Context: an optimization exercise on an open-source flow, tuned for a short achievable clock period and few clock cycles. The choices shown serve that exercise and are no tape-out recipe.
The RTL was checked by simulation tests, not by an equivalence proof against the original design.
Power is estimated from default activity; no workload was simulated.

==> flow/design.v (outline; a module is shown in full before it is edited, if it fits) <==
// module c1_filter: 12 lines
// module c1_nhseq: 292 lines
// module c1fc: 668 lines
module c1fc #(
    parameter SHORT_FRAME_PARITY = 0
) (
    input  wire       clk,
    input  wire       rst,           
    input  wire       cmd_valid,
    input  wire [7:0] cmd_data,
    input  wire       cmd_last,
    output wire       cmd_ready,
    output wire       rsp_valid,
    output wire [7:0] rsp_data,
    output wire       rsp_last,
    input  wire       rsp_ready
);
  // ...
==> flow/run.sh <==
#!/bin/bash
# synth_recipe.tcl (not shown) runs the flow's synth.tcl, then flattens the netlist and writes it again
# the make line also repeats each setting of config.mk as NAME=value (left out here)
make -C /OpenROAD-flow-scripts/flow DESIGN_CONFIG=/design/flow/config.mk WORK_HOME=/design/flow/orfs CLKGATE_MAP_FILE= SYNTH_SCRIPT=/design/flow/synth_recipe.tcl finish
==> flow/config.mk <==
export PLATFORM = sky130hd
export DESIGN_NAME = c1fc
export DESIGN_NICKNAME = c1fc
export VERILOG_FILES = /design/flow/design.v
export SDC_FILE = /design/flow/constraint.sdc
export NUM_CORES = 4
export LEC_CHECK = 0
export CAP_MARGIN = 20
export CORE_MARGIN = 2
export CORE_UTILIZATION = 40
export SLEW_MARGIN = 20
==> flow/constraint.sdc <==
create_clock -name core_clock -period 10.0 [get_ports {clk}]
set_input_delay 2.0000 -clock core_clock [delete_from_list [all_inputs] [get_ports {clk}]]
set_output_delay 2.0000 -clock core_clock [all_outputs]
set_load 0.01 [all_outputs]
==> flow_summary_export.csv, run 1 <==
group,metric,value,unit
cells_and_area,fillerInstances,22700,
sta,slew_viol_final,0,
pwr,power.clock.fraction,0.177,
floorplan,io_pins,24,
sta,holdWs,0.451,ns
cells_and_area,multi_input_area_share,0.553,
floorplan,core-area,236000,um^2
routing,antenna_left,0,
sta,max_slew.worst_pin.slew,1.33,ns
floorplan,num_rows,178,
global_routing,grt_max_degree,175,
global_routing,antenna_found_initial,38,
routing,dr_wl_met2,186000,um
setup_path,crit_buf_inv,3,
floorplan,die_y,491,um
global_routing,grt.busiest_layer,"met2",
floorplan,die_area,241000,um^2
synthesis,yosysTopAreaCell,"edfxtp_1",
synthesis,synthAdderAreaFrac,0.0309,
global_routing,met3_usage,0.106,
routing,via_per_inst,6.69,
routing,route.met3.wl,55700,um
cells_and_area,final_cell_mix,"1523 x nand2_1, 1032 x nor2_1, 983 x edfxtp_1",
sta,min_period_over_period,0.926,
cts,post_cts_buffers,0,
placement,placed_cells,13200,
setup_path,cp.arrival,9.98,ns
cts,clk_latency,0.87,ns
routing,drc,0,
sta,max_clock_freq,0.108,GHz
pwr,p_comb_frac,0.613,
status,status,"timing/DRC/antenna clean",
Testbench counts, summed over its fixed seeds: cycles 22,018.
==> inputs of run 2 (changes only) <==
--- a/flow/design.v
+++ b/flow/design.v
@@ -343,293 +343,591 @@
         reg [15:0] x;
         begin
             x = c;
             for (i = 0; i < 8; i = i + 1)
                 x = (x[0] ^ b[i]) ? ((x >> 1) ^ 16'h8408) : (x >> 1);
             crc8 = x;
         end
     endfunction
-    integer i, j, e;
+    integer i, j, e, q;
+    function [63:0] rotl(input [63:0] x, input integer k);
+        rotl = (x << k) | (x >> (64 - k));
+    endfunction
+    function [1:0] nsm1(input [3:0] n);
+        nsm1 = (n <= 4'd2) ? 2'd0 : (n <= 4'd4) ? 2'd1 : (n <= 4'd6) ? 2'd2 : 2'd3;
+    endfunction
     reg  [47:0] lfsr;
     reg         keyed;
     reg  [31:0] clkcnt;
     reg  [15:0] crcacc;
     reg  [5:0]  errsticky;
     reg  [2:0]  lastst;
     reg  [47:0] snap;           
     reg  [31:0] snapcnt;
+    reg  [3:0]  cinc;           
     reg  [511:0] rbuf;
-    reg  [63:0]  rlast;
+    reg  [63:0]  rfirst;        
+    reg  [63:0]  wb_oh;         
+    reg  [6:0]   p_pos;         
     reg  [6:0]   wbase;         
     reg  [6:0]   cmt;           
     reg  [6:0]   o_rd;
     reg          o_v, o_l;
     reg  [7:0]   o_d;
-    wire [6:0] used = wbase - o_rd;
+    reg        sp_25, sp_31, sp_56;
     assign rsp_valid = o_v;
     assign rsp_data  = o_d;
     assign rsp_last  = o_l;
-    reg  [8:0] q0, q1;
-    reg        qv0, qv1, crdy;
+    localparam QD = 8;
+    reg  [9*QD-1:0] qe;
+    reg  [QD-1:0]   qv;         
+    reg             crdy;
     assign cmd_ready = crdy;
-    wire       push = cmd_valid & crdy;
-    wire       pop;
-    reg  [8:0] q0n, q1n;
-    reg        qv0n, qv1n;
-    always @* begin
-        q0n = q0; q1n = q1; qv0n = qv0; qv1n = qv1;
-        if (pop) begin
-            q0n = q1; qv0n = qv1; qv1n = 1'b0;
+    wire            push = cmd_valid & crdy;
+    wire            pop, pop2;
+    reg  [9*QD-1:0] qen;
+    reg  [QD-1:0]   qvn;
+    always @* begin
+        qen = qe; qvn = qv;
+        if (pop2) begin
+            qen = qe >> 18; qvn = qv >> 2;
+        end else if (pop) begin
+            qen = qe >> 9; qvn = qv >> 1;
         end
         if (push) begin
-            if (!qv0n) begin q0n = {cmd_last, cmd_data}; qv0n = 1'b1; end
-            else       begin q1n = {cmd_last, cmd_data}; qv1n = 1'b1; end
+            for (i = 0; i < QD; i = i + 1)
+                if (!qvn[i] && (i == 0 || qvn[(i + QD - 1) % QD]))
+                    qen[9*i +: 9] = {cmd_last, cmd_data};
+            qvn = {qvn[QD-2:0], 1'b1};
         end
     end
     always @(posedge clk) begin
-        q0 <= q0n;
-        q1 <= q1n;
+        qe <= qen;
         if (rst) begin
-            qv0 <= 1'b0; qv1 <= 1'b0; crdy <= 1'b1;
+            qv <= {QD{1'b0}}; crdy <= 1'b1;
         end else begin
-            qv0 <= qv0n; qv1 <= qv1n; crdy <= ~(qv0n & qv1n);
+            qv <= qvn; crdy <= ~qvn[QD-1];
         end
     end
-    wire       hv = qv0;
-    wire [7:0] hd = q0[7:0];
-    wire       hl = q0[8];
+    wire       hv = qv[0];
+    wire [7:0] hd = qe[7:0];
+    wire       hl = qe[8];
+    wire       hv1 = qv[1];
+    wire [7:0] hd1 = qe[16:9];
+    wire       hl1 = qe[17];
     reg  [7:0]  a_op;
     reg  [15:0] a_cnt;          
+    reg  [5:0]  a_idx;          
+    reg         a_busy;         
     reg  [7:0]  a_b1, a_b2, a_b3, a_b4;
     reg  [47:0] a_kreg;         
     reg  [15:0] a_crc;
-    reg  [3:0]  a_r;            
-    reg  [8:0]  a_bits;         
     reg         a_stp;          
-    reg  [1:0]  a_tail;         
+    reg         a_tl, a_t1;     
+    reg  [7:0]  a_tb, a_tbh;    
     reg  [1:0]  a_sub;          
     reg  [8:0]  a_ksacc;
     reg         a_pf;           
+    reg  [5:0]  a_nf;           
+    reg  [2:0]  a_rem;          
+    reg         a_nfnz;         
+    reg  [3:0]  a_r;            
+    reg  [3:0]  d_vb, d_jp, d_nd;
+    reg  [1:0]  d_nsm1;         
+    reg         d_hp;
+    reg         c_legal, c_rsv, c_rng, c_nk;
+    reg  [16:0] c_exp;          
+    reg  [6:0]  c_len;          
+    reg  [3:0]  c_wn;           
+    reg  [11:0] c_nb;           
     reg         bq_v;
     reg  [7:0]  bq_op;
-    reg  [15:0] bq_cnt;
-    reg  [7:0]  bq_b1, bq_b2, bq_b3, bq_b4;
+    reg  [7:0]  bq_b1, bq_b4;
     reg  [47:0] bq_key;
     reg  [15:0] bq_crc;
+    reg         bq_legal, bq_lenok, bq_rsv, bq_rng, bq_nk, bq_isdec, bq_isnh, bq_pre;
+    reg         bq_brst, bq_disc, bq_load, bq_cfdec;
+    reg  [6:0]  bq_len;
+    reg  [3:0]  bq_wn;
+    reg  [11:0] bq_nb;
     reg         p_v;
+    reg         p_vd;           
     reg  [1:0]  p_kind;
     reg         p_first, p_last;
     reg  [8:0]  p_ks;
     reg  [7:0]  p_dat;
     reg  [3:0]  p_n, p_r, p_jp;
     reg         p_hp, p_cpar;
     reg  [5:0]  p_off;
     reg  [7:0]  p_acc;
     reg  [2:0]  p_accn;
     reg  [7:0]  p_pb;
     reg  [15:0] p_crc;
+    reg         p_crcnz;
     reg         p_bad;
-    reg         nh_v;           
     wire        b_fire;
-    wire       first  = (a_cnt == 16'd0);
+    wire       first  = !a_busy || a_t1;
     wire [7:0] o      = a_op;
-    wire       m      = o[0];
-    wire       o_c1   = (o[7:4] == 4'h2) && (o[3:2] != 2'b00);    
-    wire       o_bit  = (o[7:1] == 7'h12);
-    wire       o_nib  = (o[7:1] == 7'h13);
-    wire       o_word = (o[7:1] == 7'h15);
-    wire       o_encb = (o[7:1] == 7'h16);
-    wire       o_decb = (o[7:1] == 7'h17);
-    wire       o_enc  = (o == 8'h12) || (o[7:1] == 7'h18);
-    wire       o_dec  = (o == 8'h13) || (o[7:1] == 7'h19);
-    wire       o_cf   = (o[7:4] == 4'h3);
-    wire       o_crcl = (o == 8'h16) || (o == 8'h17);
-    wire       in_tail = (a_tail != 2'd0);
-    wire w_c1  = o_c1 && (o_word ? (a_cnt >= 16'd1 && a_cnt <= 16'd4) : (a_cnt == 16'd1));
-    wire w_enc = o_enc && (a_cnt >= 16'd3) && (a_cnt < 16'd35);
-    wire [15:0] nbw   = {a_b3, a_b2};
-    wire [8:0]  nbe   = (nbw > 16'd288) ? 9'd288 : nbw[8:0];
-    wire [8:0]  left  = nbe - a_bits;
-    wire [3:0]  vb    = (left >= 9'd8) ? 4'd8 : left[3:0];
-    wire        w_dec = o_dec && (a_cnt >= 16'd4) && (vb != 4'd0);
-    wire [3:0]  jp    = 4'd8 - a_r;
-    wire        hp    = (a_r != 4'd0) && (jp < vb);
-    wire [3:0]  nd    = vb - {3'd0, hp};
-    wire [4:0]  rsum  = {1'b0, a_r} + {1'b0, vb};
-    wire [3:0]  r_nx  = (rsum >= 5'd9) ? rsum[3:0] - 4'd9 : rsum[3:0];
+    reg        m, o_c1, o_bit, o_nib, o_word, o_encb, o_decb, o_enc, o_dec, o_cf, o_crcl;
+    reg        o_slow, o_d33;
+    reg  [1:0] o_nsm1;
+    reg  [3:0] o_cn;
+    wire       h_c1   = (hd[7:4] == 4'h2) && (hd[3:2] != 2'b00);
+    wire       h_bit  = (hd[7:1] == 7'h12);
+    wire       h_nib  = (hd[7:1] == 7'h13);
+    wire       h_word = (hd[7:1] == 7'h15);
+    wire       h_encb = (hd[7:1] == 7'h16);
+    wire       h_decb = (hd[7:1] == 7'h17);
+    wire       in_tail = a_tl;
+    reg        i_1, i_2, i_3, i_1to4, i_3to34, i_ge4, i_3to32;
+    reg        w_c1, w_enc, w_dec, r_slow, r_ts, r_cstep;
+    reg  [1:0] r_nsm1;
+    reg  [3:0] r_cn;
+    reg  [8:0] r_cnoh;          
     reg  [7:0]  dcmp;
     always @* begin
         for (i = 0; i < 8; i = i + 1)
-            dcmp[i] = (i < jp) ? hd[i] : ((i < 7) ? hd[(i + 1) & 7] : 1'b0);
+            dcmp[i] = (i < d_jp) ? hd[i] : ((i < 7) ? hd[(i + 1) & 7] : 1'b0);
     end
-    wire        cpar = hd[jp[2:0]];
+    wire        cpar = hd[d_jp[2:0]];
     wire        b1_cflag = a_b1[0];
-    wire        tail_starts = o_enc && b1_cflag && (a_cnt >= 16'd3) && (a_cnt <= 16'd32) && hl;
-    wire [7:0]  tbyte = in_tail ? ((a_tail == 2'd2) ? a_crc[7:0] : a_crc[15:8]) : hd;
+    wire        tail_starts = r_ts && hl;
+    wire [7:0]  tbyte = in_tail ? a_tb : hd;
     reg  [7:0] cin;
     reg  [3:0] cn;
     reg        ce, cstep;
     always @* begin
-        cin = 8'd0; cn = 4'd0; ce = 1'b0; cstep = 1'b0;
+        cin = 8'd0; ce = 1'b0;
+        cn    = r_cn;
+        cstep = r_cstep;
         if (in_tail || w_enc) begin
-            cin = m ? tbyte : 8'd0; cn = 4'd8; cstep = o_cf;
+            cin = m ? tbyte : 8'd0;
         end else if (w_c1) begin
             cin   = (o_encb | o_decb) ? (m ? hd : 8'd0) : hd;
-            cn    = o_bit ? 4'd1 : o_nib ? 4'd4 : 4'd8;
             ce    = o_encb ? 1'b0 : m;
-            cstep = 1'b1;
         end else if (w_dec) begin
-            cin = m ? dcmp : 8'd0; cn = nd; ce = m; cstep = o_cf;
+            cin = m ? dcmp : 8'd0; ce = m;
         end
     end
-    wire produce = in_tail || (!first && (w_c1 || w_enc || w_dec));
-    wire slow    = cstep && ce;
+    wire produce = in_tail || w_c1 || w_enc || w_dec;
+    wire slow    = r_slow;
     reg [48*9-1:0] st0;
     reg [8:0]      ks0;
     always @* begin
         st0[47:0] = lfsr;
         for (j = 0; j < 8; j = j + 1) begin
             ks0[j] = ff(st0[48*j +: 48]);
             st0[48*(j+1) +: 48] = {(^(st0[48*j +: 48] & TAPS)) ^ cin[j], st0[48*j+1 +: 47]};
         end
         ks0[8] = ff(st0[48*8 +: 48]);
     end
-    wire [7:0] cin1 = cin >> (a_sub * K1);
-    reg [48*(K1+1)-1:0] st1;
-    reg [K1:0]          ks1;
-    always @* begin
-        st1[47:0] = lfsr;
-        for (j = 0; j < K1; j = j + 1) begin
-            ks1[j] = ff(st1[48*j +: 48]);
-            st1[48*(j+1) +: 48] = {(^(st1[48*j +: 48] & TAPS)) ^ cin1[j] ^ ks1[j], st1[48*j+1 +: 47]};
-        end
-        ks1[K1] = ff(st1[48*K1 +: 48]);
-    end
-    wire [3:0] subbase = a_sub * K1;
-    wire [3:0] nrem    = cn - subbase;
-    wire [3:0] n1      = (nrem > K1) ? K1 : nrem;
-    wire [3:0] nsub    = (cn <= K1) ? 4'd1 : ((cn + K1 - 1) / K1);
-    wire       last_sub = !slow || ({2'd0, a_sub} + 4'd1 >= nsub);
+    reg  [5:0] sl_in;           
+    reg  [3:0] a_suboh;         
+    reg  [1:0] r_nlast;         
+    wire [1:0] cin1 = a_suboh[0] ? cin[1:0] : sl_in[1:0];
+    reg [48*3-1:0] st1;
+    reg [2:0]      ks1;
+    reg            sn0, sn1;
+    always @* begin
+        ks1[0] = ff(lfsr);
+        sn0    = (^(lfsr & TAPS)) ^ cin1[0] ^ ks1[0];
+        ks1[1] = sn0 ? ff({1'b1, lfsr[47:1]}) : ff({1'b0, lfsr[47:1]});
+        sn1    = (^({1'b0, lfsr[47:1]} & TAPS)) ^ cin1[1] ^ ks1[1];
+        ks1[2] = sn1 ? ff({2'b10, lfsr[47:2]}) : ff({2'b00, lfsr[47:2]});
+        st1    = {sn1, sn0, lfsr[47:2], sn0, lfsr[47:1], lfsr};
+    end
+    wire       last_sub = !slow || (a_sub == r_nsm1);
+    wire [1:0] n1      = last_sub ? r_nlast : 2'd2;
     reg [8:0] ksv;
     always @* begin
         ksv = a_ksacc;
-        for (j = 0; j <= K1; j = j + 1)
-            if (subbase + j <= 8)
-                ksv[subbase + j] = ks1[j];
+        for (i = 0; i < 4; i = i + 1)
+            if (a_suboh[i]) begin
+                ksv[2*i]     = ks1[0];
+                ksv[2*i + 1] = ks1[1];
+                ksv[2*i + 2] = ks1[2];
+            end
         if (!slow) ksv = ks0;
         if (!cstep) ksv = 9'd0;
     end
-    wire [47:0] lfsr_a = slow ? st1[48*n1 +: 48] : st0[48*cn +: 48];
-    wire [3:0]  ncnt   = slow ? n1 : cn;
+    reg  [47:0] st0_sel;
+    always @* begin
+        st0_sel = 48'd0;
+        for (j = 0; j <= 8; j = j + 1)
+            st0_sel = st0_sel | (st0[48*j +: 48] & {48{r_cnoh[j]}});
+    end
+    wire [47:0] lfsr_a = slow ? st1[48*n1 +: 48] : st0_sel;
+    wire [3:0]  ncnt   = slow ? {2'd0, n1} : cn;
     reg  [6:0] need;
     always @* begin
         need = 7'd8;
         if (o_enc) need = 7'd39;
         if (o_dec) need = 7'd33;
     end
     wire hazard   = produce && bq_v;
-    wire nospace  = produce && ({1'b0, used} + {1'b0, need} > 8'd64);
-    wire finishing = in_tail ? (a_tail == 2'd1) : (hl && !tail_starts && last_sub);
+    wire nospace  = produce && (o_enc ? !sp_25 : o_dec ? !sp_31 : !sp_56);
+    wire finishing = in_tail ? a_t1 : (hl && !tail_starts && last_sub);
     wire hand_ok  = !bq_v || b_fire;
     wire act      = (in_tail || hv) && !hazard && !nospace && !(finishing && !hand_ok);
-    wire a_step   = act && cstep && produce;
-    assign pop    = hv && !in_tail && act && last_sub;
+    wire sp_ok    = o_enc ? sp_25 : o_dec ? sp_31 : sp_56;
+    wire a_step   = cstep && produce && (in_tail || hv) && !bq_v && sp_ok;    
+    assign pop    = hv && act && last_sub && (!in_tail || (a_t1 && !hl));
+    wire       h_enc  = (hd == 8'h12) || (hd[7:1] == 7'h18);
+    wire       h_dec  = (hd == 8'h13) || (hd[7:1] == 7'h19);
+    wire       h_crcl = (hd == 8'h16) || (hd == 8'h17);
+    wire       mg_ok  = !a_busy && !a_tl && hv1 && !hl && !h_c1 && (!hl1 || hand_ok);
+    assign     pop2   = pop && mg_ok;
+    wire       finishing2 = pop2 && hl1;
+    wire       m_rsv  = ((hd == 8'h11) & hd1[7]) |
+                        ((hd == 8'h14) & (hd1[7:4] != 4'd0)) |
+                        ((h_enc | h_dec) & (hd1[7:1] != 7'd0)) |
+                        ((hd == 8'h15) & (hd1 != 8'd0));
+    wire [16:0] m_exp = h_crcl ? 17'd2 + {9'd0, hd1} : t_exp;
+    wire       m_rng  = h_crcl & ((hd1 > 8'd32) | ((hd == 8'h17) & (hd1 < 8'd2)));
+    wire       m_lenok = h_crcl ? (hd1 == 8'd0) : (t_exp == 17'd2);
+    wire       m_rngh = h_crcl & (hd == 8'h17);
+    reg        t_legal, t_nk;
+    reg [16:0] t_exp;
+    reg [6:0]  t_len;
+    reg [3:0]  t_wn;
+    always @* begin
+        t_legal = 1'b1; t_nk = 1'b0; t_exp = 17'd0; t_len = 7'd1; t_wn = 4'd1;
+        case (hd)
+        8'h00, 8'h02, 8'h03, 8'h18, 8'h20: t_exp = 17'd1;
+        8'h01: begin t_exp = 17'd1; t_len = 7'd8; t_wn = 4'd8; end
+        8'h1A: begin t_exp = 17'd1; t_len = 7'd3; t_wn = 4'd3; end
+        8'h22: begin t_exp = 17'd1; t_len = 7'd2; t_wn = 4'd2; t_nk = 1'b1; end
+        8'h23: begin t_exp = 17'd1; t_len = 7'd7; t_wn = 4'd7; end
+        8'h10: begin t_exp = 17'd2; t_len = 7'd2; t_wn = 4'd2; end
+        8'h11, 8'h14: begin t_exp = 17'd2; t_len = 7'd4; t_wn = 4'd4; end
+        8'h19: t_exp = 17'd2;
+        8'h24, 8'h25, 8'h26, 8'h27, 8'h28, 8'h29:
+               begin t_exp = 17'd2; t_len = 7'd2; t_nk = 1'b1; end
+        8'h2C, 8'h2D, 8'h2E, 8'h2F:
+               begin t_exp = 17'd2; t_len = 7'd3; t_nk = 1'b1; end
+        8'h2A, 8'h2B: begin t_exp = 17'd5; t_len = 7'd5; t_nk = 1'b1; end
+        8'h40: begin t_exp = 17'd6; t_len = 7'd5; t_wn = 4'd0; end
+        8'h21: t_exp = 17'd7;
+        8'h16: begin t_len = 7'd3; t_wn = 4'd3; end
+        8'h17: begin t_len = 7'd2; t_wn = 4'd2; end
+        8'h15: begin t_len = 7'd2; t_wn = 4'd2; end
+        8'h12, 8'h13: ;
+        8'h30, 8'h31, 8'h32, 8'h33: t_nk = 1'b1;
+        default: t_legal = 1'b0;
+        endcase
+    end
+    wire [8:0]  f_tot   = {1'b0, hd} + {7'd0, b1_cflag, 1'b0};    
+    wire [11:0] f_nb    = f_tot * 9;
+    wire [8:0]  f_nby   = (f_nb + 12'd7) >> 3;
+    wire [15:0] s_nb    = {hd, a_b2};                               
+    wire [16:0] s_len   = 17'd4 + ((s_nb + 17'd7) >> 3);
+    reg         s_mul9;
+    reg  [5:0]  s_n;
+    always @* begin
+        s_mul9 = 1'b0;
+        s_n    = 6'd0;
+        for (q = 1; q <= 32; q = q + 1) begin
+            if (s_nb == 9 * q) begin
+                s_mul9 = 1'b1;
+                s_n    = q;
+            end
+        end
+    end
+    wire [8:0]  s_nbe   = (s_nb > 16'd288) ? 9'd288 : s_nb[8:0];
+    reg        c_legal_n, c_rsv_n, c_rng_n, c_nk_n;
+    reg [16:0] c_exp_n;
+    reg [6:0]  c_len_n;
+    reg [3:0]  c_wn_n;
+    reg [11:0] c_nb_n;
+    always @* begin
+        c_legal_n = c_legal; c_rsv_n = c_rsv; c_rng_n = c_rng; c_nk_n = c_nk;
+        c_exp_n = c_exp; c_len_n = c_len; c_wn_n = c_wn; c_nb_n = c_nb;
+        if (first) begin
+            c_legal_n = t_legal; c_nk_n = t_nk; c_exp_n = t_exp; c_len_n = t_len; c_wn_n = t_wn;
+            c_rsv_n = 1'b0; c_rng_n = 1'b0;
+        end else if (i_1) begin
+            c_rsv_n = ((o == 8'h11) & hd[7]) |
+                      (((o == 8'h14) | o_nib) & (hd[7:4] != 4'd0)) |
+                      (o_bit & (hd[7:1] != 7'd0)) |
+                      ((o_enc | o_dec) & (hd[7:1] != 7'd0)) |
+                      ((o == 8'h15) & (hd != 8'd0));
+            if (o_crcl) begin
+                c_exp_n = 17'd2 + {9'd0, hd};
+                c_rng_n = (hd > 8'd32) | ((o == 8'h17) & (hd < 8'd2));
+            end
+        end else if (i_2) begin
+            if (o_enc) begin
+                c_exp_n = 17'd3 + {9'd0, hd};
+                c_rng_n = (hd == 8'd0) | (f_tot > 9'd32);
+                c_len_n = 7'd3 + {1'b0, f_nby[5:0]};
+                c_wn_n  = 4'd3;
+                c_nb_n  = f_nb;
+            end
+        end else if (i_3) begin
+            if (o_dec || o == 8'h15) begin
+                c_exp_n = s_len;
+            end
+            if (o_dec) begin
+                c_rng_n = ~s_mul9 | (b1_cflag & (s_n < 6'd3));
+                c_len_n = 7'd1 + {1'b0, (b1_cflag ? s_n - 6'd2 : s_n)};
+            end
+            if (o == 8'h15)
+                c_rng_n = (s_nb != 16'd4);
+        end
+    end
     wire [7:0]  op_n  = first ? hd : a_op;
-    wire [15:0] cnt_n = (a_cnt == 16'hFFFF) ? a_cnt : a_cnt + 16'd1;
-    wire [7:0]  b1_n  = (a_cnt == 16'd1) ? hd : a_b1;
-    wire [7:0]  b2_n  = (a_cnt == 16'd2) ? hd : a_b2;
-    wire [7:0]  b3_n  = (a_cnt == 16'd3) ? hd : a_b3;
-    wire [7:0]  b4_n  = (a_cnt == 16'd4) ? hd : a_b4;
+    wire [15:0] cnt_n = first ? 16'd1 : (a_cnt == 16'hFFFF) ? a_cnt : a_cnt + 16'd1;
+    wire [7:0]  b1_n  = i_1 ? hd : a_b1;
+    wire [7:0]  b4_n  = (a_idx == 6'd4) ? hd : a_b4;
     wire [47:0] key_n = first ? a_kreg : {hd, a_kreg[47:8]};
-    wire [15:0] crc_n = (!first && (w_enc || (o_crcl && a_cnt >= 16'd2))) ? crc8(a_crc, hd) : a_crc;
+    wire [15:0] crc_n = (!first && (w_enc || (o_crcl && !i_1))) ? crc8(a_crc, hd) : a_crc;
+    reg  [16:0] c_expm1;        
+    wire        sets_exp = (i_1 && o_crcl) || (i_2 && o_enc) || (i_3 && (o_dec || o == 8'h15));
+    wire        rng_h   = first ? 1'b0 : sets_exp ? (o_crcl ? (o == 8'h17) : 1'b1) : c_rng;
+    wire        lenok_n = in_tail  ? ({1'b0, a_cnt} == c_exp) :
+                          first    ? (t_exp == 17'd1) :
+                          sets_exp ? ((hd == 8'd0) && (!i_3 || a_b2 == 8'd0)) :
+                                     ({1'b0, a_cnt} == c_expm1);
+    wire        ge0   = (hd != 8'd0) || (a_b2[7:3] != 5'd0);        
+    wire [3:0]  vb0   = ge0 ? 4'd8 : {1'b0, a_b2[2:0]};
+    wire [5:0]  nf0   = ge0 ? s_nbe[8:3] - 6'd1 : 6'd0;
+    wire [3:0]  vb1   = a_nfnz ? 4'd8 : {1'b0, a_rem};
+    wire [3:0]  r1    = (a_r == 4'd0) ? 4'd8 : a_r - 4'd1;
+    wire [3:0]  jp1   = (d_jp == 4'd8) ? 4'd0 : d_jp + 4'd1;
+    wire        hp1   = (d_jp != 4'd7) && (a_nfnz || (jp1 < {1'b0, a_rem}));
+    wire [3:0]  nd1   = vb1 - {3'd0, hp1};
+    wire       nx_c1   = first ? h_c1 : o_c1;
+    wire       nx_word = first ? h_word : o_word;
+    wire       nx_enc  = first ? ((hd == 8'h12) || (hd[7:1] == 7'h18)) : o_enc;
+    wire       nx_dec  = first ? ((hd == 8'h13) || (hd[7:1] == 7'h19)) : o_dec;
+    wire       nx_cf   = first ? (hd[7:4] == 4'h3) : o_cf;
+    wire       nx_slow = first ? (h_c1 && !h_encb && hd[0]) : o_slow;
+    wire       nx_d33  = first ? (hd == 8'h33) : o_d33;
+    wire [1:0] nx_onsm1 = first ? (h_bit ? 2'd0 : h_nib ? 2'd1 : 2'd3) : o_nsm1;
+    wire [3:0] nx_ocn  = first ? (h_bit ? 4'd1 : h_nib ? 4'd4 : 4'd8) : o_cn;
+    wire       nx_i1to4  = first || (i_1to4 && !(a_idx == 6'd4));
+    wire       nx_i3to34 = !first && (i_2 || (i_3to34 && !(a_idx == 6'd34)));
+    wire       nx_i3to32 = !first && (i_2 || (i_3to32 && !(a_idx == 6'd32)));
+    wire       nx_ige4   = !first && (i_3 || i_ge4);
+    wire [3:0] nx_vb   = i_3 ? vb0 : w_dec ? vb1 : d_vb;
+    wire [3:0] nx_nd   = i_3 ? vb0 : w_dec ? nd1 : d_nd;
+    wire       nx_wc1  = nx_c1 && (nx_word ? nx_i1to4 : first);
+    wire       nx_wenc = nx_enc && nx_i3to34;
+    wire       nx_wdec = nx_dec && nx_ige4 && (nx_vb != 4'd0);
+    wire [3:0] nx_cn   = nx_wenc ? 4'd8 : nx_wc1 ? nx_ocn : nx_wdec ? nx_nd : 4'd0;
     always @(posedge clk) begin
+        if (pop) begin
+            w_c1    <= nx_wc1;
+            w_enc   <= nx_wenc;
+            w_dec   <= nx_wdec;
+            r_slow  <= (nx_slow && nx_wc1) || (nx_d33 && nx_wdec);
+            r_nsm1  <= nx_wdec ? nsm1(nx_nd) : nx_onsm1;
+            r_nlast <= (nx_cn == 4'd0) ? 2'd0 : nx_cn[0] ? 2'd1 : 2'd2;
+            r_ts    <= nx_enc && b1_n[0] && nx_i3to32;
+            r_cn    <= nx_cn;
+            r_cnoh  <= 9'd1 << nx_cn;
+            r_cstep <= nx_wenc ? nx_cf : nx_wc1 ? 1'b1 : nx_wdec ? nx_cf : 1'b0;
+        end
+        if (act && (tail_starts || (finishing && !(in_tail && pop)))) begin
+            w_c1 <= 1'b0; w_enc <= 1'b0; w_dec <= 1'b0; r_slow <= 1'b0; r_ts <= 1'b0;
+            r_cn    <= tail_starts ? 4'd8 : 4'd0;
+            r_cnoh  <= tail_starts ? 9'h100 : 9'h001;
+            r_cstep <= tail_starts && o_cf;
+        end
         if (rst) begin
-            a_cnt  <= 16'd0;
-            a_tail <= 2'd0;
-            a_sub  <= 2'd0;
-            a_stp  <= 1'b0;
-            bq_v   <= 1'b0;
-            p_v    <= 1'b0;
-        end else begin
-            if (b_fire) bq_v <= 1'b0;
-            p_v <= 1'b0;
-            if (act) begin
-                if (slow && !last_sub) begin
-                    a_sub   <= a_sub + 2'd1;
-                    a_ksacc <= ksv;
+            w_c1 <= 1'b0; w_enc <= 1'b0; w_dec <= 1'b0; r_slow <= 1'b0; r_ts <= 1'b0;
+            r_cn <= 4'd0; r_cnoh <= 9'h001; r_cstep <= 1'b0;
+        end
+    end
+    always @(posedge clk) begin
+        if (b_fire) bq_v <= 1'b0;
+        p_v <= 1'b0;
+        p_vd <= 1'b0;
+        if (act) begin
+            if (slow && !last_sub) begin
+                a_sub   <= a_sub + 2'd1;
+                a_suboh <= {a_suboh[2:0], 1'b0};
+                a_ksacc <= ksv;
+                sl_in   <= a_suboh[0] ? cin[7:2] : {2'd0, sl_in[5:2]};
+            end else begin
+                a_sub   <= 2'd0;
+                a_suboh <= 4'd1;
+            end
+            if (a_step) a_stp <= 1'b1;
+            if (pop) begin
+                c_legal <= c_legal_n; c_rsv <= c_rsv_n; c_rng <= c_rng_n; c_nk <= c_nk_n;
+                c_exp <= c_exp_n; c_expm1 <= c_exp_n - 17'd1; c_len <= c_len_n; c_wn <= c_wn_n; c_nb <= c_nb_n;
+                a_cnt <= cnt_n;
+                i_1 <= first; i_2 <= !first && i_1; i_3 <= !first && i_2;
+                i_1to4  <= first || (i_1to4 && !(a_idx == 6'd4));
+                i_3to34 <= !first && (i_2 || (i_3to34 && !(a_idx == 6'd34)));
+                i_3to32 <= !first && (i_2 || (i_3to32 && !(a_idx == 6'd32)));
+                i_ge4   <= !first && (i_3 || i_ge4);
+                if (first) begin
+                    a_busy <= 1'b1;
+                    a_op   <= hd;
+                    m      <= hd[0];
+                    o_c1   <= h_c1;
+                    o_bit  <= h_bit;
+                    o_nib  <= h_nib;
+                    o_word <= h_word;
+                    o_encb <= h_encb;
+                    o_decb <= h_decb;
+                    o_enc  <= (hd == 8'h12) || (hd[7:1] == 7'h18);
+                    o_dec  <= (hd == 8'h13) || (hd[7:1] == 7'h19);
+                    o_cf   <= (hd[7:4] == 4'h3);
+                    o_crcl <= (hd == 8'h16) || (hd == 8'h17);
+                    o_slow <= h_c1 && !h_encb && hd[0];
+                    o_d33  <= (hd == 8'h33);
+                    o_nsm1 <= h_bit ? 2'd0 : h_nib ? 2'd1 : 2'd3;
+                    o_cn   <= h_bit ? 4'd1 : h_nib ? 4'd4 : 4'd8;
+                    a_idx  <= 6'd1;
+                    a_crc  <= CRC_INIT;
+                    a_pf   <= 1'b1;
                 end else begin
-                    a_sub <= 2'd0;
-                end
-                if (a_step) a_stp <= 1'b1;
-                if (pop) begin
-                    if (first) begin
-                        a_op   <= hd;
-                        a_cnt  <= 16'd1;
-                        a_bits <= 9'd0;
+                    if (a_idx != 6'd63) a_idx <= a_idx + 6'd1;
+                    a_b1   <= b1_n;
+                    if (i_2) a_b2 <= hd;
+                    if (i_3) a_b3 <= hd;
+                    a_b4   <= b4_n;
+                    a_kreg <= key_n;
+                    a_crc  <= crc_n;
+                    if (i_3) begin
+                        a_nf   <= nf0;
+                        a_rem  <= ge0 ? s_nbe[2:0] : 3'd0;
+                        a_nfnz <= (s_nbe >= 9'd16);
                         a_r    <= 4'd0;
-                        a_crc  <= CRC_INIT;
-                        a_pf   <= 1'b1;
-                    end else begin
-                        a_cnt  <= cnt_n;
-                        a_b1   <= b1_n;
-                        a_b2   <= b2_n;
-                        a_b3   <= b3_n;
-                        a_b4   <= b4_n;
-                        a_kreg <= key_n;
-                        a_crc  <= crc_n;
-                        if (w_dec) begin
-                            a_bits <= a_bits + {5'd0, vb};
-                            a_r    <= r_nx;
-                        end
+                        d_vb   <= vb0;
+                        d_jp   <= 4'd8;
+                        d_hp   <= 1'b0;
+                        d_nd   <= vb0;
+                        d_nsm1 <= nsm1(vb0);
+                    end
+                    if (w_dec) begin
+                        a_nf   <= a_nfnz ? a_nf - 6'd1 : 6'd0;
+                        a_rem  <= a_nfnz ? a_rem : 3'd0;
+                        a_nfnz <= a_nfnz && (a_nf != 6'd1);
+                        a_r    <= r1;
+                        d_vb   <= vb1;
+                        d_jp   <= jp1;
+                        d_hp   <= hp1;
+                        d_nd   <= nd1;
+                        d_nsm1 <= nsm1(nd1);
                     end
-                    if (tail_starts && !first)
-                        a_tail <= 2'd2;
-                end else if (in_tail) begin
-                    a_tail <= a_tail - 2'd1;
-                end
-                if (produce && last_sub) begin
-                    p_v     <= 1'b1;
-                    a_pf    <= 1'b0;
-                    p_first <= a_pf;
-                    p_kind  <= o_c1 ? ((o_encb | o_decb) ? PK_KS2 : PK_KS1) : o_enc ? PK_ENC : PK_DEC;
-                    p_last  <= in_tail ? (a_tail == 2'd1) : (hl && !tail_starts);
-                    p_ks    <= ksv;
-                    p_dat   <= w_dec ? dcmp : tbyte;
-                    p_n     <= cn;
-                    p_r     <= a_r;
-                    p_jp    <= jp;
-                    p_hp    <= hp;
-                    p_cpar  <= cpar;
                 end
-                if (finishing) begin
-                    a_cnt  <= 16'd0;
-                    a_tail <= 2'd0;
-                    a_stp  <= 1'b0;
-                    bq_v   <= 1'b1;
-                    bq_op  <= op_n;
-                    bq_cnt <= in_tail ? a_cnt : (first ? 16'd1 : cnt_n);
-                    bq_b1  <= in_tail ? a_b1 : b1_n;
-                    bq_b2  <= in_tail ? a_b2 : b2_n;
-                    bq_b3  <= in_tail ? a_b3 : b3_n;
-                    bq_b4  <= in_tail ? a_b4 : b4_n;
-                    bq_key <= in_tail ? a_kreg : key_n;
-                    bq_crc <= in_tail ? a_crc : crc_n;
+                if (tail_starts) begin
+                    a_tl  <= 1'b1;
+                    a_tb  <= crc_n[7:0];
+                    a_tbh <= crc_n[15:8];
                 end
             end
+            if (in_tail && !a_t1) begin
+                a_t1 <= 1'b1;
+                a_tb <= a_tbh;
+            end
+            if (produce && last_sub) begin
+                p_v     <= 1'b1;
+                p_vd    <= w_dec;
+                a_pf    <= pop && first;
+                p_first <= a_pf;
+                p_kind  <= o_c1 ? ((o_encb | o_decb) ? PK_KS2 : PK_KS1) : o_enc ? PK_ENC : PK_DEC;
+                p_last  <= in_tail ? a_t1 : (hl && !tail_starts);
+                p_ks    <= ksv;
+                p_dat   <= w_dec ? dcmp : tbyte;
+                p_n     <= cn;
+                p_r     <= a_r;
+                p_jp    <= d_jp;
+                p_hp    <= d_hp;
+                p_cpar  <= cpar;
+            end
+            if (pop2) begin
+                a_cnt   <= 16'd2;
+                a_idx   <= 6'd2;
+                i_1 <= 1'b0; i_2 <= 1'b1; i_3 <= 1'b0; i_1to4 <= 1'b1;
+                i_3to34 <= 1'b0; i_3to32 <= 1'b0; i_ge4 <= 1'b0;
+                a_b1    <= hd1;
+                a_kreg  <= {hd1, a_kreg[47:8]};
+                c_rsv   <= m_rsv;
+                c_exp   <= m_exp;
+                c_expm1 <= m_exp - 17'd1;
+                c_rng   <= m_rng;
+            end
+            if (finishing2) begin
+                a_busy   <= 1'b0;
+                bq_v     <= 1'b1;
+                bq_op    <= hd;
+                bq_brst  <= 1'b0;
+                bq_disc  <= 1'b0;
+                bq_load  <= (hd == 8'h21);
+                bq_cfdec <= (hd[7:1] == 7'h19);
+                bq_isdec <= h_dec;
+                bq_isnh  <= (hd == 8'h40);
+                bq_b1    <= hd1;
+                bq_b4    <= a_b4;
+                bq_key   <= {hd1, a_kreg[47:8]};
+                bq_crc   <= CRC_INIT;
+                bq_legal <= t_legal;
+                bq_pre   <= t_legal & m_lenok & ~m_rsv & ~m_rngh;
+                bq_lenok <= m_lenok;
+                bq_rsv   <= m_rsv;
+                bq_rng   <= m_rngh;
+                bq_nk    <= t_nk;
+                bq_len   <= t_len;
+                bq_wn    <= t_wn;
+                bq_nb    <= c_nb;
+            end
+            if (finishing) begin
+                a_busy   <= in_tail && pop;
+                a_tl     <= 1'b0;
+                a_t1     <= 1'b0;
+                a_stp    <= 1'b0;
+                bq_v     <= 1'b1;
+                bq_op    <= in_tail ? a_op : op_n;
+                bq_brst  <= first && !in_tail && (hd == 8'h03);
+                bq_disc  <= first && !in_tail && (hd == 8'h20);
+                bq_load  <= !first && (a_op == 8'h21);
+                bq_cfdec <= !first && (a_op[7:1] == 7'h19);
+                bq_isdec <= (first && !in_tail) ? 1'b0 : o_dec;
+                bq_isnh  <= (first && !in_tail) ? 1'b0 : (a_op == 8'h40);
+                bq_b1    <= b1_n;
+                bq_b4    <= b4_n;
+                bq_key   <= key_n;
+                bq_crc   <= crc_n;
+                bq_legal <= in_tail ? c_legal : c_legal_n;
+                bq_pre   <= (in_tail ? (c_legal & ~c_rsv & ~c_rng) : (c_legal_n & ~c_rsv_n & ~rng_h)) & lenok_n;
+                bq_lenok <= lenok_n;
+                bq_rsv   <= in_tail ? c_rsv : c_rsv_n;
+                bq_rng   <= in_tail ? c_rng : rng_h;
+                bq_nk    <= in_tail ? c_nk : c_nk_n;
+                bq_len   <= (first && !in_tail) ? t_len : c_len;
+                bq_wn    <= (first && !in_tail) ? t_wn : c_wn;
+                bq_nb    <= c_nb;
+            end
+        end
+        if (rst) begin
+            a_busy <= 1'b0;
+            a_tl   <= 1'b0;
+            a_t1   <= 1'b0;
+            a_sub  <= 2'd0;
+            a_suboh <= 4'd1;
+            a_stp  <= 1'b0;
+            bq_v   <= 1'b0;
+            p_v    <= 1'b0;
+            p_vd   <= 1'b0;
         end
     end
     reg  [5:0]  pc_off;
     reg  [7:0]  pc_acc, pc_pb;
     reg  [2:0]  pc_accn;
     reg  [15:0] pc_crc;
     reg         pc_bad;
     reg         pw0, pw1;
     reg  [7:0]  pd0, pd1;
-    reg  [6:0]  ppos;
+    reg  [6:0]  pc_pos;
     reg  [5:0]  pn_off;
     reg  [7:0]  pn_acc, pn_pb;
     reg  [2:0]  pn_accn;
     reg  [15:0] pn_crc;
     reg         pn_bad;
     reg  [8:0]  u9;
     reg  [15:0] comb;
     reg  [7:0]  plain, pshift, fbyte;
@@ -639,17 +937,17 @@
         pc_acc  = p_first ? 8'd0     : p_acc;
         pc_accn = p_first ? 3'd0     : p_accn;
         pc_pb   = p_first ? 8'd0     : p_pb;
         pc_crc  = p_first ? CRC_INIT : p_crc;
         pc_bad  = p_first ? 1'b0     : p_bad;
         pn_off = pc_off; pn_acc = pc_acc; pn_accn = pc_accn; pn_pb = pc_pb;
         pn_crc = pc_crc; pn_bad = pc_bad;
         pw0 = 1'b0; pw1 = 1'b0; pd0 = 8'd0; pd1 = 8'd0;
-        ppos = wbase + ((p_kind == PK_ENC) ? 7'd3 : 7'd1) + {1'b0, pc_off};
+        pc_pos = p_first ? (wbase + ((p_kind == PK_ENC) ? 7'd3 : 7'd1)) : p_pos;
         u9 = 9'd0; comb = 16'd0; plain = 8'd0; pshift = 8'd0; fbyte = 8'd0; pexp = 1'b0;
         if (p_v) begin
             case (p_kind)
             PK_KS1: begin
                 pw0 = 1'b1;
                 pd0 = p_ks[7:0] & ((p_n == 4'd1) ? 8'h01 : (p_n == 4'd4) ? 8'h0F : 8'hFF);
                 pn_off = pc_off + 6'd1;
             end
@@ -691,282 +989,257 @@
                     pn_pb  = fbyte;
                 end
             end
             endcase
         end
     end
     always @(posedge clk) begin
         if (p_v) begin
-            p_off  <= pn_off;
+            p_pos  <= pc_pos + {5'd0, pw1, pw0 & !pw1};
             p_acc  <= pn_acc;
             p_accn <= pn_accn;
             p_pb   <= pn_pb;
             p_crc  <= pn_crc;
+            p_crcnz <= (pn_crc != 16'h0000);
             p_bad  <= pn_bad;
         end
     end
     wire [7:0]  op  = bq_op;
     wire [7:0]  b1  = bq_b1;
-    wire [7:0]  b2  = bq_b2;
-    wire [7:0]  b3  = bq_b3;
     wire [7:0]  b4  = bq_b4;
-    wire [15:0] nb  = {b3, b2};
-    wire [15:0] rx_cnt = bq_cnt;
-    wire        bm  = op[0];
     wire        cflag = b1[0];
-    wire is_nop    = (op == 8'h00);
     wire is_status = (op == 8'h01);
     wire is_clrerr = (op == 8'h02);
-    wire is_breset = (op == 8'h03);
+    wire is_breset = bq_brst;
     wire is_par    = (op == 8'h10);
     wire is_short  = (op == 8'h11);
-    wire is_encstd = (op == 8'h12);
-    wire is_decstd = (op == 8'h13);
     wire is_enc4   = (op == 8'h14);
     wire is_dec4   = (op == 8'h15);
     wire is_crc    = (op == 8'h16);
     wire is_crcchk = (op == 8'h17);
     wire is_crcini = (op == 8'h18);
     wire is_crcupd = (op == 8'h19);
     wire is_crcrd  = (op == 8'h1A);
-    wire is_disc   = (op == 8'h20);
-    wire is_load   = (op == 8'h21);
+    wire is_disc   = bq_disc;
+    wire is_load   = bq_load;
     wire is_peek   = (op == 8'h22);
     wire is_rdst   = (op == 8'h23);
-    wire is_bit    = (op[7:1] == 7'h12);
-    wire is_nib    = (op[7:1] == 7'h13);
-    wire is_byte   = (op[7:1] == 7'h14);
-    wire is_word   = (op[7:1] == 7'h15);
-    wire is_encb   = (op[7:1] == 7'h16);
-    wire is_decb   = (op[7:1] == 7'h17);
-    wire is_cfenc  = (op[7:1] == 7'h18);
-    wire is_cfdec  = (op[7:1] == 7'h19);
-    wire is_nh     = (op == 8'h40);
-    wire fmt_a = is_nop | is_status | is_clrerr | is_breset | is_crcini | is_crcrd |
-                 is_disc | is_peek | is_rdst;
-    wire fmt_b = is_par | is_short | is_enc4 | is_crcupd | is_bit | is_nib | is_byte |
-                 is_encb | is_decb;
-    wire fmt_w = is_word;
-    wire fmt_n = is_nh;
-    wire fmt_k = is_load;
-    wire fmt_l = is_crc | is_crcchk;
-    wire fmt_f = is_encstd | is_cfenc;
-    wire fmt_s = is_decstd | is_dec4 | is_cfdec;
-    wire legal = fmt_a | fmt_b | fmt_w | fmt_n | fmt_k | fmt_l | fmt_f | fmt_s;
-    wire [16:0] s_len = 17'd4 + ((nb + 17'd7) >> 3);
-    wire len_ok = fmt_a ? (rx_cnt == 16'd1) :
-                  fmt_b ? (rx_cnt == 16'd2) :
-                  fmt_w ? (rx_cnt == 16'd5) :
-                  fmt_n ? (rx_cnt == 16'd6) :
-                  fmt_k ? (rx_cnt == 16'd7) :
-                  fmt_l ? (rx_cnt >= 16'd2 && {1'b0, rx_cnt} == 17'd2 + b1) :
-                  fmt_f ? (rx_cnt >= 16'd3 && {1'b0, rx_cnt} == 17'd3 + b2) :
-                  fmt_s ? (rx_cnt >= 16'd4 && {1'b0, rx_cnt} == s_len) :
-                          1'b0;
-    wire rsv_bad = (is_short & b1[7]) |
-                   ((is_enc4 | is_nib) & (b1[7:4] != 4'd0)) |
-                   (is_bit & (b1[7:1] != 7'd0)) |
-                   ((is_encstd | is_decstd | is_cfenc | is_cfdec) & (b1[7:1] != 7'd0)) |
-                   (is_dec4 & (b1 != 8'd0));
-    reg        nb_mul9;
-    reg  [5:0] nb_n;
-    integer    q;
-    always @* begin
-        nb_mul9 = 1'b0;
-        nb_n    = 6'd0;
-        for (q = 1; q <= 32; q = q + 1) begin
-            if (nb == 9 * q) begin
-                nb_mul9 = 1'b1;
-                nb_n    = q;
-            end
-        end
-    end
-    wire [8:0] f_tot = {1'b0, b2} + {7'd0, cflag, 1'b0};
-    wire range_bad = (is_crc & (b1 > 8'd32)) |
-                     (is_crcchk & ((b1 < 8'd2) | (b1 > 8'd32))) |
-                     ((is_encstd | is_cfenc) & ((b2 == 8'd0) | (f_tot > 9'd32))) |
-                     ((is_decstd | is_cfdec) & (~nb_mul9 | (cflag & (nb_n < 6'd3)))) |
-                     (is_dec4 & (nb != 16'd4));
-    wire needs_key = is_peek | is_bit | is_nib | is_byte | is_word | is_encb | is_decb |
-                     is_cfenc | is_cfdec;
-    wire [2:0] chk_status = ~legal     ? ST_ILLEGAL  :
-                            ~len_ok    ? ST_LENGTH   :
-                            rsv_bad    ? ST_RESERVED :
-                            range_bad  ? ST_LENGTH   :
-                            (needs_key & ~keyed) ? ST_NOTKEYED :
+    wire is_cfdec  = bq_cfdec;
+    wire is_nh     = bq_isnh;
+    wire is_dec    = bq_isdec;
+    wire [2:0] chk_status = ~bq_legal  ? ST_ILLEGAL  :
+                            ~bq_lenok  ? ST_LENGTH   :
+                            bq_rsv     ? ST_RESERVED :
+                            bq_rng     ? ST_LENGTH   :
+                            (bq_nk & ~keyed) ? ST_NOTKEYED :
                                          ST_OK;
-    wire chk_ok  = (chk_status == ST_OK);
-    wire is_dec  = is_decstd | is_cfdec;
+    wire chk_ok  = bq_pre & ~(bq_nk & ~keyed);
     wire dec_bad = is_dec & p_bad;
-    wire dec_crc = is_dec & cflag & (p_crc != 16'h0000);
+    wire dec_crc = is_dec & cflag & p_crcnz;
     wire [2:0] fin_status = !chk_ok ? chk_status : dec_bad ? ST_PARITY : dec_crc ? ST_CRC : ST_OK;
-    wire fin_ok = (fin_status == ST_OK);
-    wire [8:0]  enc_nt  = {1'b0, b2} + {7'd0, cflag, 1'b0};
-    wire [11:0] enc_nb  = enc_nt * 9;
-    wire [8:0]  enc_nby = (enc_nb + 12'd7) >> 3;
+    wire fin_ok = chk_ok & ~dec_bad & ~dec_crc;
     wire pk = ff(lfsr);
-    reg  [63:0] bvec;
-    reg  [3:0]  bwn;
-    reg  [6:0]  blen;
-    always @* begin
-        bvec = {56'd0, 5'd0, fin_status};
-        bwn  = 4'd1;
-        blen = 7'd1;
-        if (fin_ok) begin
-            if (is_status) begin
-                bvec[63:8] = {clkcnt, 5'd0, lastst, 2'd0, errsticky, 7'd0, keyed};
-                bwn = 4'd8; blen = 7'd8;
-            end
-            if (is_par)    begin bvec[15:8] = {7'd0, ~^b1}; bwn = 4'd2; blen = 7'd2; end
-            if (is_short)  begin bvec[31:8] = {1'b0, b1[6:0], 8'd0, 8'd7}; bwn = 4'd4; blen = 7'd4; end
-            if (is_enc4)   begin bvec[31:8] = {4'd0, b1[3:0], 8'd0, 8'd4}; bwn = 4'd4; blen = 7'd4; end
-            if (is_dec4)   begin bvec[15:8] = {4'd0, b4[3:0]}; bwn = 4'd2; blen = 7'd2; end
-            if (is_crc)    begin bvec[23:8] = bq_crc; bwn = 4'd3; blen = 7'd3; end
-            if (is_crcchk) begin bvec[15:8] = {7'd0, (bq_crc == 16'h0000)}; bwn = 4'd2; blen = 7'd2; end
-            if (is_crcrd)  begin bvec[23:8] = crcacc; bwn = 4'd3; blen = 7'd3; end
-            if (is_peek)   begin bvec[15:8] = {7'd0, pk}; bwn = 4'd2; blen = 7'd2; end
-            if (is_rdst)   begin bvec[55:8] = lfsr; bwn = 4'd7; blen = 7'd7; end
-            if (is_bit | is_nib | is_byte) blen = 7'd2;
-            if (is_word)   blen = 7'd5;
-            if (is_encb | is_decb) blen = 7'd3;
-            if (is_nh)     begin bwn = 4'd0; blen = 7'd5; end
-            if (is_encstd | is_cfenc) begin
-                bvec[23:8] = {4'd0, enc_nb}; bwn = 4'd3; blen = 7'd3 + {1'b0, enc_nby[5:0]};
-            end
-            if (is_dec) blen = 7'd1 + {1'b0, (cflag ? nb_n - 6'd2 : nb_n)};
+    reg  [55:0] bpay;
+    always @* begin
+        bpay = 56'd0;
+        if (is_status) bpay = {clkcnt, 5'd0, lastst, 2'd0, errsticky, 7'd0, keyed};
+        if (is_par)    bpay[7:0]  = {7'd0, ~^b1};
+        if (is_short)  bpay[23:0] = {1'b0, b1[6:0], 8'd0, 8'd7};
+        if (is_enc4)   bpay[23:0] = {4'd0, b1[3:0], 8'd0, 8'd4};
+        if (is_dec4)   bpay[7:0]  = {4'd0, b4[3:0]};
+        if (is_crc)    bpay[15:0] = bq_crc;
+        if (is_crcchk) bpay[7:0]  = {7'd0, (bq_crc == 16'h0000)};
+        if (is_crcrd)  bpay[15:0] = crcacc;
+        if (is_peek)   bpay[7:0]  = {7'd0, pk};
+        if (is_rdst)   bpay[47:0] = lfsr;
+        if (op == 8'h12 || op[7:1] == 7'h18) bpay[15:0] = {4'd0, bq_nb};
+    end
+    wire [63:0] bvec = {bpay, 5'd0, fin_status};
+    wire [3:0]  bwn  = fin_ok ? bq_wn : 4'd1;
+    wire [6:0]  blen = fin_ok ? bq_len : 7'd1;
+    assign b_fire = bq_v && !(is_dec && p_vd) && sp_56 && !(b2_v && (b2_nh || b2_two));
+    wire [6:0] u_hold = wbase - o_rd;
+    wire [6:0] u_ok   = wbase + bq_len - o_rd;
+    wire [6:0] u_fail = wbase + 7'd1 - o_rd;
+    wire [6:0] u_nx   = !b_fire ? u_hold : fin_ok ? u_ok : u_fail;
+    always @(posedge clk) begin
+        if (rst) begin
+            sp_25 <= 1'b1; sp_31 <= 1'b1; sp_56 <= 1'b1;
+        end else begin
+            sp_25 <= (u_nx <= 7'd25);
+            sp_31 <= (u_nx <= 7'd31);
+            sp_56 <= (u_nx <= 7'd56);
         end
     end
-    assign b_fire = bq_v && !nh_v && !(is_dec && p_v) && ({1'b0, used} + 8'd8 <= 8'd64);
     wire [286:0] nhs;
     c1_nhseq u_nhseq (.y(bq_key[47:16]), .s(nhs));
     reg  [46:0] nh_win;
     reg  [3:0]  nh_fine;
-    reg  [6:0]  nh_slot;
     wire [31:0] nh_out = nh_win[nh_fine +: 32];
-    reg         bw_en;
-    reg  [6:0]  bw_slot;
-    reg  [3:0]  bw_n;
-    reg  [63:0] bw_vec;
-    reg         bl_en;
-    reg  [6:0]  bl_pos;
-    always @* begin
-        bw_en = 1'b0; bw_slot = wbase; bw_n = bwn; bw_vec = bvec;
-        bl_en = 1'b0; bl_pos = wbase + blen - 7'd1;
-        if (nh_v) begin
-            bw_en = 1'b1; bw_slot = nh_slot; bw_n = 4'd5; bw_vec = {24'd0, nh_out, 8'd0};
-            bl_en = 1'b1; bl_pos = nh_slot + 7'd4;
-        end else if (b_fire) begin
-            bw_en = (bwn != 4'd0);
-            bl_en = (bwn != 4'd0);
-        end
+    reg         b2_v, b2_nh, b2_first;
+    reg  [7:0]  b2_lane;
+    reg  [63:0] b2_oh;
+    reg  [63:0] b2_vec;
+    reg  [6:0]  b2_cmt;
+    wire        b2_two  = (b2_lane[7:4] != 4'd0);
+    wire [3:0]  bw_lane = (b2_v && !b2_nh) ? b2_lane[3:0] : 4'd0;
+    wire [63:0] bw_oh   = b2_oh;
+    wire [63:0] bw_vec  = b2_vec;
+    reg  [7:0]  b_lanes;
+    always @* begin
+        for (j = 0; j < 8; j = j + 1)
+            b_lanes[j] = (j < bwn);
+        if (fin_ok && is_nh) b_lanes = 8'h1F;
+    end
+    wire [6:0]  wb_ok  = wbase + bq_len;
+    reg  [63:0] wb_okoh;
+    always @* begin
+        wb_okoh = 64'd0;
+        wb_okoh[wb_ok[5:0]] = 1'b1;
     end
     always @(posedge clk) begin
+        b2_v <= b_fire || (b2_v && (b2_nh || b2_two));
+        if (b2_v && b2_nh) begin
+            b2_nh  <= 1'b0;
+            b2_vec <= {24'd0, nh_out, 8'd0};
+        end else if (b2_v && b2_two) begin
+            b2_oh    <= rotl(b2_oh, 4);
+            b2_vec   <= b2_vec >> 32;
+            b2_lane  <= b2_lane >> 4;
+            b2_first <= 1'b0;
+        end
+        if (b2_v && !b2_nh && !b2_two)
+            cmt <= b2_cmt;
+        if (b_fire) begin
+            b2_first <= 1'b1;
+            b2_nh   <= fin_ok && is_nh;
+            b2_lane <= b_lanes;
+            b2_oh   <= wb_oh;
+            b2_vec  <= bvec;
+            b2_cmt  <= wbase + blen;
+            nh_win  <= nhs[{bq_key[15:12], 4'd0} +: 47];
+            nh_fine <= bq_key[11:8];
+        end
+        cinc   <= a_step ? ncnt : 4'd0;
+        clkcnt <= clkcnt + {28'd0, cinc};
+        if (a_step)
+            lfsr   <= lfsr_a;
+        if (b_fire) begin
+            wbase <= wbase + blen;
+            wb_oh <= fin_ok ? wb_okoh : rotl(wb_oh, 1);
+            if (!chk_ok) begin
+                lfsr   <= snap;
+                clkcnt <= snapcnt;
+            end else begin
+                if (is_breset) begin
+                    lfsr <= 48'd0; keyed <= 1'b0; clkcnt <= 32'd0; crcacc <= CRC_INIT;
+                end
+                if (is_crcini) crcacc <= CRC_INIT;
+                if (is_crcupd) crcacc <= crc8(crcacc, b1);
+                if (is_disc) begin
+                    lfsr <= 48'd0; keyed <= 1'b0; clkcnt <= 32'd0;
+                end
+                if (is_load) begin
+                    lfsr <= bq_key; keyed <= 1'b1; clkcnt <= 32'd0;
+                end
+                if (is_cfdec && (dec_bad || dec_crc)) begin
+                    lfsr <= 48'd0; keyed <= 1'b0; clkcnt <= 32'd0;
+                end
+            end
+            if (fin_ok && (is_clrerr || is_breset))
+                errsticky <= 6'd0;
+            else if (!fin_ok)
+                errsticky <= errsticky | (6'd1 << (fin_status - 3'd1));
+            if (!is_status)
+                lastst <= fin_status;
+        end
         if (rst) begin
             lfsr      <= 48'd0;
             keyed     <= 1'b0;
             clkcnt    <= 32'd0;
             crcacc    <= CRC_INIT;
             errsticky <= 6'd0;
             lastst    <= ST_OK;
             wbase     <= 7'd0;
+            wb_oh     <= 64'd1;
             cmt       <= 7'd0;
-            nh_v      <= 1'b0;
-        end else begin
-            nh_v <= 1'b0;
-            if (nh_v)
-                cmt <= nh_slot + 7'd5;
-            if (a_step) begin
-                lfsr   <= lfsr_a;
-                clkcnt <= clkcnt + {28'd0, ncnt};
-            end
-            if (b_fire) begin
-                wbase <= wbase + blen;
-                if (!(fin_ok && is_nh))
-                    cmt <= wbase + blen;
-                if (fin_ok && is_nh) begin
-                    nh_v    <= 1'b1;
-                    nh_slot <= wbase;
-                    nh_win  <= nhs[{bq_key[15:12], 4'd0} +: 47];
-                    nh_fine <= bq_key[11:8];
-                end
-                if (!chk_ok) begin
-                    lfsr   <= snap;
-                    clkcnt <= snapcnt;
-                end else begin
-                    if (is_breset) begin
-                        lfsr <= 48'd0; keyed <= 1'b0; clkcnt <= 32'd0; crcacc <= CRC_INIT;
-                    end
-                    if (is_crcini) crcacc <= CRC_INIT;
-                    if (is_crcupd) crcacc <= crc8(crcacc, b1);
-                    if (is_disc) begin
-                        lfsr <= 48'd0; keyed <= 1'b0; clkcnt <= 32'd0;
-                    end
-                    if (is_load) begin
-                        lfsr <= bq_key; keyed <= 1'b1; clkcnt <= 32'd0;
-                    end
-                    if (is_cfdec && (dec_bad || dec_crc)) begin
-                        lfsr <= 48'd0; keyed <= 1'b0; clkcnt <= 32'd0;
-                    end
-                end
-                if (fin_ok && (is_clrerr || is_breset))
-                    errsticky <= 6'd0;
-                else if (!fin_ok)
-                    errsticky <= errsticky | (6'd1 << (fin_status - 3'd1));
-                if (!is_status)
-                    lastst <= fin_status;
-            end
-        end
-    end
-    wire [47:0] lfsr_nx;
-    wire [31:0] clkcnt_nx;
-    always @(posedge clk) begin
-        if (!a_stp && (!bq_v || b_fire)) begin
-            snap    <= a_step ? lfsr   : lfsr_nx;
-            snapcnt <= a_step ? clkcnt : clkcnt_nx;
+            b2_v      <= 1'b0;
+            cinc      <= 4'd0;
         end
     end
     reg [47:0] lfsr_b;
     reg [31:0] cnt_b;
     always @* begin
-        lfsr_b = lfsr; cnt_b = clkcnt;
+        lfsr_b = lfsr; cnt_b = clkcnt + {28'd0, cinc};
         if (b_fire) begin
             if (!chk_ok) begin
                 lfsr_b = snap; cnt_b = snapcnt;
             end else if (is_breset || is_disc || (is_cfdec && (dec_bad || dec_crc))) begin
                 lfsr_b = 48'd0; cnt_b = 32'd0;
             end else if (is_load) begin
                 lfsr_b = bq_key; cnt_b = 32'd0;
             end
         end
     end
-    assign lfsr_nx   = lfsr_b;
-    assign clkcnt_nx = cnt_b;
+    always @(posedge clk) begin
+        if (!a_stp && (!bq_v || b_fire)) begin
+            snap    <= a_step ? lfsr   : lfsr_b;
+            snapcnt <= cnt_b;
+        end
+    end
+    reg        w_e0, w_e1;
+    reg  [7:0] w_d0, w_d1;
+    reg  [5:0] w_pos;
+    always @(posedge clk) begin
+        w_e0  <= pw0 && !rst;
+        w_e1  <= pw1 && !rst;
+        w_d0  <= pd0;
+        w_d1  <= pd1;
+        w_pos <= pc_pos[5:0];
+    end
     wire o_can  = (o_rd != cmt);
     wire o_take = (!o_v || rsp_ready);
+    wire [6:0] o_nx = o_rd + 7'd1;
+    reg  [63:0] o_oh;           
+    reg  [7:0]  o_rdat;
+    reg         o_rfn;
+    always @* begin
+        o_rdat = 8'd0;
+        o_rfn  = 1'b0;
+        for (e = 0; e < 64; e = e + 1) begin
+            o_rdat = o_rdat | (rbuf[8*e +: 8] & {8{o_oh[e]}});
+            o_rfn  = o_rfn | (rfirst[(e + 1) & 63] & o_oh[e]);
+        end
+    end
     always @(posedge clk) begin
         for (e = 0; e < 64; e = e + 1) begin
-            if (bw_en && ((e - bw_slot) & 63) < bw_n)
-                rbuf[8*e +: 8] <= bw_vec[8*((e - bw_slot) & 7) +: 8];
-            if (pw0 && ppos[5:0] == e)
-                rbuf[8*e +: 8] <= pd0;
-            if (pw1 && ((ppos + 7'd1) & 7'h3F) == e)
-                rbuf[8*e +: 8] <= pd1;
+            for (j = 0; j < 4; j = j + 1)
+                if (bw_lane[j] && bw_oh[(e - j) & 63]) begin
+                    rbuf[8*e +: 8] <= bw_vec[8*j +: 8];
+                    rfirst[e]      <= (j == 0) && b2_first;
+                end
+            if (w_e0 && w_pos == e) begin
+                rbuf[8*e +: 8] <= w_d0;
+                rfirst[e]      <= 1'b0;
+            end
+            if (w_e1 && ((w_pos + 6'd1) & 6'h3F) == e) begin
+                rbuf[8*e +: 8] <= w_d1;
+                rfirst[e]      <= 1'b0;
+            end
+        end
+        if (o_take && o_can) begin
+            o_d <= o_rdat;
+            o_l <= (o_nx == cmt) || o_rfn;
         end
         if (rst) begin
-            rlast <= 64'd0;
             o_v   <= 1'b0;
             o_rd  <= 7'd0;
-        end else begin
-            if (o_take) begin
-                o_v <= o_can;
-                if (o_can) begin
-                    o_d  <= rbuf[8*o_rd[5:0] +: 8];
-                    o_l  <= rlast[o_rd[5:0]];
-                    rlast[o_rd[5:0]] <= 1'b0;
-                    o_rd <= o_rd + 7'd1;
-                end
+            o_oh  <= 64'd1;
+        end else if (o_take) begin
+            o_v <= o_can;
+            if (o_can) begin
+                o_rd <= o_nx;
+                o_oh <= rotl(o_oh, 1);
             end
-            if (bl_en)
-                rlast[bl_pos[5:0]] <= 1'b1;
         end
     end
 endmodule
==> flow/config.mk (replaced) <==
export PLATFORM = sky130hd
export DESIGN_NAME = c1fc
export DESIGN_NICKNAME = c1fc
export VERILOG_FILES = /design/flow/design.v
export SDC_FILE = /design/flow/constraint.sdc
export NUM_CORES = 4
export LEC_CHECK = 0
export ABC_CLOCK_PERIOD_IN_PS = 3000
export CAP_MARGIN = 20
export CORE_MARGIN = 2
export CORE_UTILIZATION = 40
export SLEW_MARGIN = 20
==> run 2 against run 1 <==
Utilization down 1.0 points. Critical endpoint is now bq_key[36]. Sequential power up about 50%. Sequential cell count up 524. Die area up 34%. Largest power group unchanged. Global-route usage up 2.8 points. Critical path type unchanged. Count of clock-buffer cells in the layout up 91. Still clean. Via count up 40%. Combinational power down 44%.
==> flow_summary_export.csv, run 2 <==
group,metric,value,unit
status,status,"timing/DRC/antenna clean",
cells_and_area,largest_reg_flops,512,
floorplan,start_util,0.402,
sta,fin_crit,5.21,ns
setup_path,cp-end-kind,"flop",
routing,wirelength,649000,um
sta,skew,0.0672,ns
global_routing,grt_max_degree,185,
synthesis,synthFlopType,"edfxtp_1",
placement,dp_hpwl,427000,um
flow_run,maxCapViolations,0,
setup_path,path_delay_family,"buffers and inverters",
cells_and_area,final_cell_mix,"2645 x nand2_1, 1564 x nor2_1, 1489 x a21oi_1",
routing,via_per_inst,6.66,
sta,holdWs,0.420,ns
setup_path,cp.required,10.54,ns
setup_path,crit_buf_inv,3,
global_routing,antenna_found_initial,72,
global_routing,grt_first_pass_wirelength,894000,um
synthesis,synth_nets,15800,
setup_path,cpPeakStageDelay,0.85,ns
synthesis,netlist_instances,15600,
floorplan,die_area,324000,um^2
setup_path,cp_cell_sequence,"inv_1 -> a211oi_1 -> o211a_1 -> o211ai_1 -> buf_4 -> nor2_1 -> a21oi_1 -> nor2_4 -> buf_4",
sta,rsz0062_at_grt,"false",
sta,max_slew.worst_pin.slew,1.32,ns
cts,cts-buffers-inserted,205,
synthesis,syn_area,128000,um^2
setup_path,start_kind,"flop",
global_routing,grt_pass1_vias,113000,
sta,setup_viol,0,
routing,antenna_left,0,
global_routing,grt-ovfl-total,0,
cts,clk_latency,0.95,ns
setup_path,cp.arrival,5.75,ns
synthesis,yosysTopAreaCell,"edfxtp_1",
sta,fin_tns_setup,0,ns
sta,max_clock_freq,0.192,GHz
cts,h-tree-depth,4,
pwr,power.density,217,nW/um^2
floorplan,num_rows,207,
synthesis,ys_types,109,
floorplan,io_pins,24,
setup_path,slowest_stage,"edfxtp_1",
placement,placed_cells,18600,
synthesis,yosys_warnings,1,
cells_and_area,fin_cells,19100,
floorplan,core-area,318000,um^2
synthesis,synth.area.top_cells,"edfxtp_1 29%, nand2_1 7.8%, dfxtp_1 7.6%",
sta,slew_viol_final,0,
cts,post_cts_buffers,0,
sta,maxSlewHeadroom,0.111,
cts,hold_buffers,0,
cells_and_area,fillerInstances,31500,
cts,cts_buffer_depth,4,
routing,firstDrtPassIters,13,
cells_and_area,top_regs,"rbuf: 512 flops, qe: 72 flops",
setup_path,worstSetupPathType,"reg -> reg",
routing,drc,0,
cts,clock_sinks,1735,
pwr,vdd_drop_max,0.000178,V
cts,clk_pin_slew,0.06,ns
sta,min_period_over_period,0.521,
placement,io_buffer_count,23,
cells_and_area,final_common_cell,"nand2_1",
routing,drtIter0Drc,22400,
cts,tritoncts,"built",
hold_path,min_path_type,"reg -> reg",
synthesis,syn_avg_cell_area,8.17,um^2
synthesis,synthTopCellsByCount,"2648 x nand2_1, 1573 x nor2_1, 1496 x a21oi_1, 1391 x clkbuf_1, 1297 x o21ai_0",
floorplan,die_y,569,um
run 2: cell types whose count changed after synthesis, sizes merged, moves of 269 or more:
cell / before / now
nand2: 1531 / 2649
clkbuf: 634 / 1395
a21oi: 792 / 1498
o21ai: 610 / 1305
nor2: 1051 / 1573
a211oi: 130 / 586
mux2i: 276 / 673
edfxtp: 983 / 1252
run 2: routing by layer:
metal | GRT usage | share of wire | up-vias | wire length (um)
met5 | 0 | 0.00063 | - | 409
met4 | 0.288 | 0.094 | 42 | 60900
met3 | 0.125 | 0.14 | 2837 | 89800
met2 | 0.556 | 0.41 | 10000 | 265000
met1 | 0.475 | 0.36 | 59700 | 233000
li1 | - | - | 54300 | -
run 2: kinds of logic (layout without fill, tap and decap cells):
| logic type | count (synthesis) | count (layout) | share of synthesized area |
|---|---|---|---|
| compound gates | 4631 | 4631 | 0.226 |
| xor+xnor | 1099 | 1099 | 0.0784 |
| fa+ha+maj | 146 | 146 | 0.0150 |
| buf+inv | 1801 | 1013 | 0.0539 |
| flops | 1735 | 1735 | 0.370 |
| mux | 861 | 861 | 0.0786 |
| other cells | 0 | 53 | 0 |
| simple gates | 5353 | 5353 | 0.178 |
run 2: power by group:
part	leakage, nW	internal, mW	switching [mW]
sequential	15.7	9.00	1.40
combinational	32.6	3.86	7.42
clock	3.49	4.85	3.41
total	51.8	17.7	12.2
run 2: metrics by stage:
stage	cell area [um^2]	power (mW)	setup WS, ns	utilization
floorplan	128000	17.1	2.34	-
detailed placement	131000	21.1	4.90	0.411
global route	138000	30.7	4.53	0.434
finish	138000	29.9	4.79	0.434
CTS	138000	29.3	4.85	0.433
global placement	131000	21.1	4.95	0.411
run 2: path summary, 6_finish.rpt:
| check | cells past startpoint | endpoint | start |
|---|---|---|---|
| min reg2reg | 0 | p_hp | d_hp |
| max reg2reg | 9 | bq_key[36] | o_enc |
| max | 9 | bq_key[36] | o_enc |
| min | 0 | p_hp | d_hp |
run 2: worst reg2reg max path, stage by stage (launching register included):
cell and delay, ns:
edfxtp_1 0.85, inv_1 0.32, a211oi_1 0.71, o211a_1 0.32, o211ai_1 0.15, buf_4 0.37
nor2_1 0.51, a21oi_1 0.23, nor2_4 0.50, buf_4 0.75
run 2: layout make-up:
type,count,area share
antenna,53,0.000961
clock buffer,275,0.0418
clock inverter,105,0.0101
inverter,197,0.00544
multi-input combinational,12100,0.535
sequential,1735,0.343
tap,4180,0.0379
timing repair buffer,436,0.0251
Testbench counts of run 2, summed over its fixed seeds: cycles 20,595.
